Context: an optimization exercise on an open-source flow, tuned for small area, a short achievable clock period and few clock cycles per item. The choices shown serve that exercise and are no tape-out recipe.
Function was not checked in any run shown here: the RTL went through the layout flow alone.
Power figures rest on the tool's default switching activity, not on a simulated workload.

**flow/design.v**
```verilog
module cobsr_encoder (
    input  wire       clk,
    input  wire       rst,         
    input  wire       in_valid,
    output wire       in_ready,
    input  wire [7:0] in_data,
    input  wire       in_last,
    output wire       out_valid,
    input  wire       out_ready,
    output wire [7:0] out_data,
    output wire       out_last
);
    localparam integer N  = 256;   
    localparam integer Q  = 7;     
    localparam integer QB = 3;     
    localparam integer K  = 63;    
    localparam integer LQ = 4;     
    reg  [7:0] ring [0:N-1];
    wire [7:0] tap = ring[N-1];    
    reg        tap_mk;             
    reg        wr_en;
    reg        wr_mk;              
    integer i;
    always @(posedge clk) begin
        ring[0] <= !wr_en ? tap : (wr_mk ? 8'h00 : in_data);
        for (i = 1; i < N; i = i + 1)
            ring[i] <= ring[i-1];
        tap_mk <= (ring[N-2] == 8'h00);
    end
    reg  [7:0] acc;                
    reg  [7:0] wp;                 
    reg  [7:0] rp;                 
    reg        w_at, r_at;         
    reg        empty, full;        
    wire [7:0] acc1 = acc + 8'd1;
    wire [7:0] wp1  = wp + 8'd1;
    wire [7:0] rp1  = rp + 8'd1;
    wire [63:0] mk;
    assign mk[0] = 1'b0;
    genvar g;
    generate
        for (g = 1; g < 64; g = g + 1) begin : g_mk
            assign mk[g] = (ring[N-2-g] == 8'h00);
        end
    endgenerate
    function [6:0] first1;
        input [63:0] m;
        reg   [63:0]  vv;
        reg   [383:0] ix;              
        integer l, k;
        begin
            vv = m;
            ix = 384'd0;
            for (l = 0; l < 6; l = l + 1) begin
                for (k = 0; k < 32; k = k + 1) begin
                    if (k < (32 >> l)) begin
                        ix[6*k +: 6] = vv[2*k] ? ix[12*k +: 6]
                                               : (ix[12*k+6 +: 6] | (6'd1 << l));
                        vv[k] = vv[2*k] | vv[2*k+1];
                    end
                end
            end
            first1 = {vv[0], ix[5:0]};
        end
    endfunction
    wire [6:0] near = first1(mk);
    reg  [7:0] lq [0:LQ-1];
    reg  [1:0] lq_hd, lq_tl;
    reg        lq_push;
    reg  [7:0] code_r;             
    reg        near_r;             
    reg        closed_r;           
    reg        ir;                 
    reg        msg_open;           
    reg        dpend;              
    reg  [7:0] rl1;                
    reg        full_run;           
    reg  [7:0] cur_c;              
    assign in_ready = ir;
    reg  [7:0] q_f [0:Q-1];
    reg  [7:0] q_v [0:Q-1];        
    reg        q_r [0:Q-1];        
    reg  [QB-1:0] q_hd, q_tl;
    reg        q_empty;
    reg  [Q-1:0]  nfl;             
    wire       fl_full = nfl[Q-1];
    reg        q_push, q_pop;
    reg  [7:0] push_f;
    reg  [7:0] push_v;
    function [QB-1:0] qinc;
        input [QB-1:0] x;
        qinc = (x == Q - 1) ? {QB{1'b0}} : x + 1'b1;
    endfunction
    reg        ov, sv;
    reg  [7:0] od, sd;
    reg        ol, sl;
    assign out_valid = ov;
    assign out_data  = od;
    assign out_last  = ol;
    wire take_out = ov && out_ready;
    reg        ofinal;             
    reg        fin_r;              
    reg        red_r;              
    wire [7:0] hd_f = q_f[q_hd];
    wire [7:0] hd_v = q_v[q_hd];
    wire       hd_r = q_r[q_hd];
    wire rd      = r_at && !empty && !sv && (!tap_mk || ofinal || closed_r);
    reg  [7:0] rd_byte;
    reg        rd_last;
    always @* begin
        if (!tap_mk) begin
            rd_byte = tap;
            rd_last = 1'b0;
        end else if (ofinal) begin
            rd_byte = 8'h00;
            rd_last = 1'b1;
        end else begin
            rd_byte = red_r ? hd_v : code_r;
            rd_last = 1'b0;
        end
    end
    wire can_wr = w_at && (!full || !sv);
    wire take   = in_valid && ir;
    wire zero   = (in_data == 8'h00);
    wire reduce = in_last && !zero && (in_data > rl1);
    always @* begin
        wr_en   = 1'b0;
        wr_mk   = 1'b1;
        q_push  = take && in_last;
        push_f  = zero ? wp : cur_c;
        push_v  = in_data;
        if (take) begin
            wr_en = 1'b1;
            wr_mk = zero || reduce;
        end else if (can_wr) begin
            if (dpend)
                wr_en = 1'b1;
            else if (!msg_open)
                wr_en = in_valid && !fl_full;
            else if (full_run)
                wr_en = 1'b1;
        end
    end
    always @* lq_push = wr_en && msg_open && wr_mk && (rl1 > K);
    wire start = wr_en && !dpend && !msg_open;
    wire inc_c = wr_en && !rd;
    wire dec_c = rd && !wr_en;
    always @* q_pop = rd && tap_mk && !ofinal && fin_r;
    reg  msg_open_n, dpend_n, full_run_n, full_n, sv_n;
    wire w_at_n = wr_en || empty || (wp == acc1);
    always @* begin
        msg_open_n = msg_open;
        dpend_n    = dpend;
        full_run_n = full_run;
        if (wr_en) begin
            if (dpend) begin
                dpend_n    = 1'b0;
                msg_open_n = 1'b0;
            end else if (!msg_open || !take || zero) begin
                msg_open_n = 1'b1;
                full_run_n = 1'b0;
                dpend_n    = take && in_last;
            end else if (reduce) begin
                msg_open_n = 1'b0;
            end else begin
                full_run_n = (rl1 == 8'd254);
                dpend_n    = in_last;
            end
        end
        full_n = inc_c ? (wp1 == rp) : (dec_c ? 1'b0 : full);
        sv_n   = sv ? !take_out : (rd && ov && !take_out);
    end
    always @(posedge clk) begin
        closed_r <= !(msg_open && cur_c == acc1 && !(wr_en && wr_mk));
        near_r   <= near[6];
        fin_r    <= q_empty ? (q_push && push_f == acc1) : (hd_f == acc1);
        red_r    <= q_empty ? (q_push && push_f == acc1 && reduce)
                            : (hd_f == acc1 && hd_r);
        code_r   <= near[6] ? {2'b00, near[5:0]}
                  : (lq_hd == lq_tl) ? rl1 : lq[lq_hd];
        if (rst) begin
            acc      <= 8'd0;
            wp       <= 8'd0;
            rp       <= 8'd0;
            w_at     <= 1'b1;
            r_at     <= 1'b1;
            empty    <= 1'b1;
            full     <= 1'b0;
            ir       <= 1'b0;
            msg_open <= 1'b0;
            dpend    <= 1'b0;
            full_run <= 1'b0;
            q_hd     <= {QB{1'b0}};
            lq_hd    <= 2'd0;
            lq_tl    <= 2'd0;
            q_tl     <= {QB{1'b0}};
            q_empty  <= 1'b1;
            nfl      <= {Q{1'b0}};
            ov       <= 1'b0;
            od       <= 8'h00;
            ol       <= 1'b0;
            sv       <= 1'b0;
            ofinal   <= 1'b0;
        end else begin
            acc <= acc1;
            if (wr_en) wp <= wp1;
            if (rd)    rp <= rp1;
            if (empty && !wr_en) begin
                wp <= acc1;
                rp <= acc1;
            end
            w_at <= w_at_n;
            r_at <= rd || (empty && !wr_en) || (rp == acc1);
            full <= full_n;
            if (inc_c)
                empty <= 1'b0;
            else if (dec_c)
                empty <= (rp1 == wp);
            msg_open <= msg_open_n;
            dpend    <= dpend_n;
            full_run <= full_run_n;
            ir       <= w_at_n && (!full_n || !sv_n) && msg_open_n &&
                        !dpend_n && !full_run_n;
            if (wr_en && !dpend) begin
                if (!msg_open || !take || zero) begin
                    cur_c <= wp;
                    rl1   <= 8'd1;
                end else begin
                    rl1   <= rl1 + 8'd1;
                end
            end
            if (q_push) begin
                q_f[q_tl] <= push_f;
                q_v[q_tl] <= push_v;
                q_r[q_tl] <= reduce;
                q_tl      <= qinc(q_tl);
            end
            if (q_pop)
                q_hd <= qinc(q_hd);
            if (q_push && !q_pop)
                q_empty <= 1'b0;
            else if (q_pop && !q_push)
                q_empty <= (qinc(q_hd) == q_tl);
            if (start && !q_pop) begin
                nfl     <= {nfl[Q-2:0], 1'b1};
            end else if (q_pop && !start) begin
                nfl     <= {1'b0, nfl[Q-1:1]};
            end
            if (lq_push) begin
                lq[lq_tl] <= rl1;
                lq_tl     <= lq_tl + 2'd1;
            end
            if (rd && tap_mk && !ofinal && !near_r)
                lq_hd <= lq_hd + 2'd1;
            if (rd && tap_mk)
                ofinal <= !ofinal && fin_r;
            sv <= sv_n;
            if (sv) begin
                if (take_out) begin
                    od <= sd; ol <= sl;
                end
            end else if (rd) begin
                if (!ov || take_out) begin
                    od <= rd_byte; ol <= rd_last; ov <= 1'b1;
                end else begin
                    sd <= rd_byte; sl <= rd_last;
                end
            end else if (take_out) begin
                ov <= 1'b0;
            end
        end
    end
endmodule
```
**flow/flow/run.sh**
```bash
#!/bin/bash
set -euo pipefail
export SETUP_SLACK_MARGIN=5.8
bash standard.sh > standard_flow.log 2>&1
```
**flow/standard.sh**
```bash
#!/bin/bash
# synth_recipe.tcl (not shown) runs the flow's synth.tcl, then flattens the netlist and writes it again
# the make line also repeats each setting of config.mk as NAME=value (left out here)
make -C /OpenROAD-flow-scripts/flow DESIGN_CONFIG=/design/flow/config.mk WORK_HOME=/design/flow/orfs CLKGATE_MAP_FILE= SYNTH_SCRIPT=/design/flow/synth_recipe.tcl "${@:-finish}"
```
**flow/config.mk**
```make
export PLATFORM = sky130hd
export DESIGN_NAME = cobsr_encoder
export DESIGN_NICKNAME = cobsr_encoder
export VERILOG_FILES = /design/flow/design.v
export SDC_FILE = /design/flow/constraint.sdc
export NUM_CORES = 4
export LEC_CHECK = 0
export CAP_MARGIN = 20
export CORE_MARGIN = 2
export CORE_UTILIZATION = 65
export CTS_CLUSTER_DIAMETER = 100
export CTS_CLUSTER_SIZE = 25
export PLACE_DENSITY = 0.75
export SLEW_MARGIN = 20
```
**flow/constraint.sdc**
```tcl
create_clock -name core_clock -period 9.0 [get_ports {clk}]
set_input_delay 1.8000 -clock core_clock [delete_from_list [all_inputs] [get_ports {clk}]]
set_output_delay 1.8000 -clock core_clock [all_outputs]
set_load 0.01 [all_outputs]
```
==> flow_metrics.py, run 1 <==
metrics = {
    "route": {
        "route.detailed.drc": 0,
        "drtIter0Drc": 1215,
        "wl_per_cell_um": 18.1,
        "ant_nets": 0,
        "routed_via_density": 5.04,
        "vias": 22700,
        "first_pass_iters": 5,
        "wirelength_mm": 81.3,
    },
    "logic_synthesis": {
        "yosysMostFrequentCell": "dfxtp_1",
        "synthTopCellsByArea": "dfxtp_1 78%, edfxtp_1 9.7%, nor4_1 1.3%",
        "yosys-top-cells-count": "2128 x dfxtp_1, 176 x edfxtp_1, 129 x nand2_1",
        "yosys_warnings": 2,
        "yosys.area.top_type": "dfxtp_1",
        "ys_seq_elements": 2304,
        "syn_area_per_cell_um2": 16.5,
        "ys.flop_type": "dfxtp_1",
        "netlist_instances": 3285,
        "async_reset_ff_share_pct": 0,
        "syn_nets": 3319,
        "ys_types": 83,
        "synth_area_um2": 54400,
        "seq_area_frac_synth_pct": 88.1,
        "synth_edf_count": 176,
        "yosysTopAreaCellShare_pct": 78.4,
    },
    "setup_path": {
        "ff2ff_setup_slack_ns": 5.89,
        "slowest_delay_ns": 0.25,
        "cp_cell_sequence": "clkdlybuf4s15_2 -> nor3b_2 -> o211ai_1 -> nand2_4 -> clkinvlp_4 -> nor2_1 -> o21ai_4 -> buf_12 -> nor3b_4 -> buf_12",
        "startpoint_type": "input port",
        "rr_endpoint": "ir$_SDFF_PP0_",
        "reg2regPathDepth": 8,
        "reg2reg_from": "acc[0]$_SDFF_PP0_",
        "cp.required_ns": 9.40,
        "critPathMaxFanout": 8,
        "slowest_stage": "clkdlybuf4s15_2",
        "cp.arrival_ns": 3.56,
        "crit_top_cell": "buf_12",
        "end_kind": "flip-flop",
        "critical_path_class": "input port to flip-flop",
    },
    "floorplanning": {
        "rows": 106,
        "fp.dieH_um": 293,
        "dieArea_um2": 85900,
        "core_area_um2": 83200,
        "start_util_pct": 65.4,
        "ioPinCount": 24,
        "dieWidth_um": 293,
    },
    "hold_path": {
        "min_from": "ring[41][1]$_DFF_P_",
        "hp-class": "flip-flop to flip-flop",
        "hold_end": "ring[42][1]$_DFF_P_",
        "min_path_cells": 0,
    },
    "clocking": {
        "clk_latency_ns": 0.71,
        "clk_pin_slew_ns": 0.10,
        "cts_sinks": 2304,
        "cts_inserted_buffers": 102,
        "clock-root-buffer": "clkbuf_16",
        "clk_path_buf_depth": 3,
        "cts_tree": "built",
        "htree_levels": 3,
        "ctsHoldBuffers": 0,
    },
    "timing": {
        "post-route-period-util_pct": 35.2,
        "tns_ns": 0,
        "grt_setup_unrepaired": "true",
        "timing.fmax_mhz": 316,
        "hold_viol_final": 0,
        "finalWorstSetupSlack_ns": 5.84,
        "worst_slew_pin_slew_ns": 1.02,
        "skew_ns": 0.0467,
        "relSlewSlack_pct": 31.5,
        "finalMaxSlewViolations": 0,
        "setup_violations": 0,
        "finalCriticalPeriod_ns": 3.16,
    },
    "placed_design": {
        "gp_congestion": 0.821,
        "dp_worst_setup_slack_ns": 4.08,
        "numPortBuffers": 23,
        "hpwl_mm": 47.2,
    },
    "global_route": {
        "antenna_found_initial": 0,
        "grt_max_degree": 58,
        "grtUsageTotal_pct": 19.2,
        "grt-ovfl-total": 0,
        "grt_pass1_wl_mm": 131,
        "first_global_vias": 24300,
    },
    "finish": {
        "area_delta_synth_final_pct": 8.83,
        "drive_above_1_share_pct": 7.50,
        "fin_util_pct": 71.1,
        "final_nets": 3428,
        "nFillCells": 5000,
    },
    "pwr": {
        "vdd_drop_max_uv": 190,
        "power_density_nw_per_um2": 274,
        "power_leakage_nw": 22.5,
    },
    "flow_run": {
        "cap_violations": 0,
    },
    "run_status": {
        "status": "timing/DRC/antenna clean",
    },
}
-- stage by stage --
step | cell area, um^2 | std cells | hold slack [ns] | total power [mW]
after detailed placement | 56000 | 4341 | 0.312 | 11.4
after floorplan | 54600 | 3285 | 0.310 | 11.2
after global placement | 56000 | 4341 | 0.310 | 11.4
after global routing | 59200 | 4495 | 0.303 | 16.8
after CTS | 59100 | 4490 | 0.296 | 16.3
final | 59200 | 4496 | 0.296 | 16.2
-- where the power goes --
group          switching, mW  leakage, nW  total [mW]  internal [mW]
clock                   2.90         1.36        5.01           2.11
sequential             0.144         18.8        10.7           10.5
combinational          0.315         2.37       0.532          0.218
-- routing by layer --
metal / share of wire, % / global-route usage, % / vias up
met5: 0 / 0 / -
met2: 50 / 33.4 / 380
li1: - / - / 11100
met4: 2.3 / 5.70 / 0
met3: 3.6 / 2.82 / 145
met1: 44 / 25.2 / 11000
-- registers in the layout (all words and copies together), names as in the netlist, 3 cells and up, named ones only --
name	count
ring	2048
q_f	56
q_v	56
lq	32
acc	8
code_r	8
cur_c	8
od	8
rl1	8
rp	8
sd	8
wp	8
nfl	7
q_r	7
q_hd	3
q_tl	3
-- repair_timing --
item,in CTS,in global routing
setup buffers,23,5
resized for setup,63,23
setup endpoints to repair,250,85
pin swaps,12,8
cloned,1,0
-- worst max path at each step --
stage	from	to	slack (ns)	cells after the start
final	in_valid	lq[2][1]$_DFFE_PP_	5.84	10
after global routing	in_valid	empty$_SDFFE_PP1P_	5.75	10
after CTS	in_data[0]	lq[2][1]$_DFFE_PP_	5.81	11
after detailed placement	in_valid	lq[1][0]$_DFFE_PP_	4.08	8
after global placement	in_data[5]	lq[0][0]$_DFFE_PP_	4.24	7
after floorplan	in_data[1]	lq[0][0]$_DFFE_PP_	5.46	7
-- cell type report --
class | instances | area (um^2) | share of cell area [%]
multi-input combinational | 892 | 6430 | 10.9
sequential | 2304 | 47900 | 81.0
timing repair inverter | 1 | 5.00 | 0.00846
antenna | 1 | 2.50 | 0.00423
inverter | 35 | 138 | 0.233
tap | 1080 | 1350 | 2.28
clock buffer | 118 | 2630 | 4.45
timing repair buffer | 58 | 508 | 0.859
clock inverter | 7 | 189 | 0.319
-- placed cells by master (no fill, tap or decap), types with 9 or more instances in the layout --
master,n
clkbuf_1,15
nor2_1,102
nand4_1,16
and2_1,9
inv_1,30
or4_1,24
nor3_1,13
xnor2_1,51
o211ai_1,10
nor4_1,111
o21ai_0,44
a211oi_1,9
a31oi_1,13
nand2_1,126
edfxtp_1,176
nand2b_1,11
ha_1,15
xor2_1,29
mux2i_1,33
a22o_1,20
dfxtp_1,2125
a21oi_1,67
clkbuf_16,103
mux4_2,24
nand3_1,22
buf_4,29
-- critical path: cells and delay by family --
family	cells	cell delay [ns]
AO/OA/AOI/OAI	2	0.25
buffers and inverters	4	0.71
AND/OR/NAND/NOR	4	0.80
-- cells by family (layout without fill, tap and decap cells) --
| kind of cell | count (synthesis) | count (layout) | share of synthesized area, % |
|---|---|---|---|
| flip-flops | 2304 | 2304 | 88.1 |
| buffers and inverters | 89 | 219 | 0.723 |
| XOR/XNOR | 86 | 86 | 1.49 |
| AND/OR/NAND/NOR | 499 | 499 | 4.79 |
| AO/OA/AOI/OAI | 219 | 219 | 2.58 |
| multiplexers | 67 | 67 | 1.83 |
| other | 0 | 1 | 0 |
| adder cells (fa/ha/maj) | 21 | 21 | 0.483 |
==> run 2: changes to the inputs <==
==> flow/flow/run.sh (replaced) <==
#!/bin/bash
set -euo pipefail
export SETUP_SLACK_MARGIN=6.4
bash standard.sh > standard_flow.log 2>&1
==> flow_metrics.py, run 2 <==
metrics = {
    "run_status": {
        "status": "timing/DRC/antenna clean",
    },
    "logic_synthesis": {
        "synth_edf_count": 176,
        "yosysMostFrequentCell": "dfxtp_1",
        "syn_area_per_cell_um2": 16.5,
        "yosysTopAreaCellShare_pct": 78.4,
        "seq_area_frac_synth_pct": 88.1,
        "synth_area_um2": 54400,
        "yosys.area.top_type": "dfxtp_1",
        "netlist_instances": 3285,
        "syn_nets": 3319,
        "yosys-top-cells-count": "2128 x dfxtp_1, 176 x edfxtp_1, 129 x nand2_1",
        "async_reset_ff_share_pct": 0,
        "ys.flop_type": "dfxtp_1",
        "ys_types": 83,
        "ys_seq_elements": 2304,
        "synthTopCellsByArea": "dfxtp_1 78%, edfxtp_1 9.7%, nor4_1 1.3%",
        "yosys_warnings": 2,
    },
    "timing": {
        "timing.fmax_mhz": 332,
        "skew_ns": 0.0303,
        "relSlewSlack_pct": 48.6,
        "finalMaxSlewViolations": 0,
        "setup_violations": 0,
        "grt_setup_unrepaired": "true",
        "hold_viol_final": 0,
        "tns_ns": 0,
        "finalCriticalPeriod_ns": 3.01,
        "post-route-period-util_pct": 33.5,
        "worst_slew_pin_slew_ns": 0.771,
        "finalWorstSetupSlack_ns": 5.99,
    },
    "pwr": {
        "total_power_mw": 16.4,
        "power_density_nw_per_um2": 272,
        "p_int_mw": 13.0,
        "p_sw_share_pct": 21.0,
        "vdd_drop_max_uv": 193,
        "pwr-share-comb_pct": 4.4,
        "netSwitchingPower_mw": 3.45,
        "clkPwrFrac_pct": 30.4,
        "seqPwrFrac_pct": 65.1,
        "power_leakage_nw": 23.0,
    },
    "clocking": {
        "cts_inserted_buffers": 102,
        "ctsHoldBuffers": 0,
        "cts_sinks": 2304,
        "clock-root-buffer": "clkbuf_16",
        "clk_path_buf_depth": 3,
        "clk_pin_slew_ns": 0.11,
        "clk_latency_ns": 0.68,
        "htree_levels": 3,
        "cts_tree": "built",
    },
    "setup_path": {
        "startpoint": "in_data[7]",
        "critical_path_class": "input port to flip-flop",
        "critPathMaxFanout": 10,
        "cp.required_ns": 9.41,
        "reg2reg_from": "acc[0]$_SDFF_PP0_",
        "endpoint": "lq[0][6]$_DFFE_PP_",
        "startpoint_type": "input port",
        "rr_endpoint": "ir$_SDFF_PP0_",
        "reg2regPathDepth": 8,
        "cp.arrival_ns": 3.42,
        "end_kind": "flip-flop",
        "ff2ff_setup_slack_ns": 6.22,
    },
    "global_route": {
        "grt-ovfl-total": 0,
        "grt_max_degree": 44,
        "grtUsageTotal_pct": 19.6,
        "antenna_found_initial": 0,
        "first_global_vias": 24500,
        "grt_pass1_wl_mm": 134,
    },
    "finish": {
        "largest_register": "ring",
        "regArea_um2": 47900,
        "drive_above_1_share_pct": 11.1,
        "area_delta_synth_final_pct": 10.9,
        "final_area_um2": 60300,
        "multi_input_area_um2": 6870,
        "largest_reg_flops": 2048,
        "final_common_cell": "dfxtp_1",
        "top_regs": "ring x2048, q_f x56, q_v x56",
        "diodes": 0,
        "nFillCells": 4801,
        "final_nets": 3476,
        "instances_no_fill": 4537,
        "final_cell_mix": "2114 x dfxtp_1, 176 x edfxtp_1, 123 x nand2_1, 109 x nor4_1, 103 x clkbuf_16",
    },
    "floorplanning": {
        "core_area_um2": 83200,
        "fp.dieH_um": 293,
        "rows": 106,
        "dieArea_um2": 85900,
        "dieWidth_um": 293,
        "start_util_pct": 65.4,
        "ioPinCount": 24,
    },
    "placed_design": {
        "placement.cell_area_um2": 56200,
        "dp_worst_setup_slack_ns": 4.08,
        "dp.cells": 4341,
        "hpwl_mm": 47.2,
        "numPortBuffers": 23,
        "gp_congestion": 0.798,
    },
    "flow_run": {
        "cap_violations": 0,
    },
    "route": {
        "wirelength_mm": 83.5,
        "route.detailed.drc": 0,
        "vias": 23200,
        "drtIter0Drc": 1140,
        "wl_per_cell_um": 18.4,
        "ant_nets": 0,
        "routed_via_density": 5.12,
        "first_pass_iters": 5,
    },
    "hold_path": {
        "min_from": "ring[17][2]$_DFF_P_",
        "hp-class": "flip-flop to flip-flop",
    },
}
## run 2: cell counts after synthesis
Identical to the previous run, type by type.
## run 2: per-stage QoR
step	hold slack, ns	utilization, %
after CTS	0.308	72.1
after global placement	0.310	67.5
after detailed placement	0.312	67.5
final	0.310	72.5
after floorplan	0.310	-
after global routing	0.318	72.5
## run 2: layout make-up
cell class,instances,share of cell area (%)
timing repair buffer,105,1.95
tap,1080,2.24
timing repair inverter,1,0.0187
clock buffer,112,4.30
clock inverter,7,0.316
sequential,2304,79.5
multi-input combinational,893,11.4
inverter,35,0.268
## run 2: cell families (layout without fill, tap and decap cells)
kind of cell / after synthesis / count (layout) / share of synthesized area (%)
AOI/OAI and AO/OA: 219 / 219 / 2.58
xor gates and xnor gates: 86 / 86 / 1.49
adders and majority gates: 21 / 21 / 0.483
buffers and inverters: 89 / 260 / 0.723
DFF: 2304 / 2304 / 88.1
muxes: 67 / 67 / 1.83
and+or+nand+nor: 499 / 500 / 4.79
## run 2: per-layer routing
layer / track usage [%] / share of wire, % / vias up
met2: 33.9 / 50 / 447
met4: 6.32 / 3.0 / 0
li1: - / - / 11200
met1: 25.7 / 44 / 11400
met3: 2.69 / 3.1 / 178
met5: 0 / 0 / -
## run 2: worst min-delay path by stage
| stage | to | depth (start not counted) |
|---|---|---|
| floorplan | ring[100][0]$_DFF_P_ | 0 |
| global placement | ring[46][7]$_DFF_P_ | 0 |
| detailed placement | ring[10][6]$_DFF_P_ | 0 |
| CTS | ring[93][1]$_DFF_P_ | 0 |
| global route | ring[97][1]$_DFF_P_ | 0 |
| finish | ring[18][2]$_DFF_P_ | 0 |
## run 2: worst max-delay path, stage by stage
cell and delay (ns):
buf_6 0.12, ha_4 0.28, nand4_1 0.14, a21o_1 0.23, a21oi_4 0.21, o21ai_4 0.09
buf_12 0.15, nor3b_4 0.23, buf_6 0.15
## run 2: what timing repair did
item | 4_1_cts | 5_1_grt
gates resized for setup | 206 | 50
setup buffers | 65 | 8
pin swaps | 38 | 35
gates cloned | 2 | 2
setup endpoints to repair | 319 | 163
## run 2: power groups by stage
stage / clock network [mW] / registers, mW / logic, mW
2_1_floorplan: 0 / 10.8 / 0.433
3_3_place_gp: 0 / 10.9 / 0.514
3_5_place_dp: 0 / 10.9 / 0.533
4_1_cts: 5.12 / 10.7 / 0.663
5_1_grt: 5.46 / 10.7 / 0.777
6_report: 4.99 / 10.7 / 0.728

[separate check: timing with driven ports]
How much do the figures lean on ideal ports? The routed layouts below were timed once more, with nothing changed but the port constraints. Step 1 sets driving cells, clkbuf_16 on the clock port and buf_2 on the other inputs (assumed; they add their load-dependent delay and slew). Step 2 moves the port delays by t, midway between the first and last clock arrival at a register: inputs arrive t later, outputs are due t later. That takes back most of the time a late clock gives input paths. a / b / c = no drivers / after step 1 / after step 2; a / b = the first two.
run	t (ns)	setup slack, ns	hold slack, ns	worst setup path after step 2
run 1	0.744	5.835 / 5.786 / 5.090	0.296 / 0.296 / 0.296	input to register
run 2	0.736	5.988 / 5.956 / 5.238	0.310 / 0.310 / 0.310	input to register
After both steps every run listed still meets setup and hold. The setup slack of run 2, which loses most, moves by -0.032 ns with the drivers and by -0.750 ns with both steps.
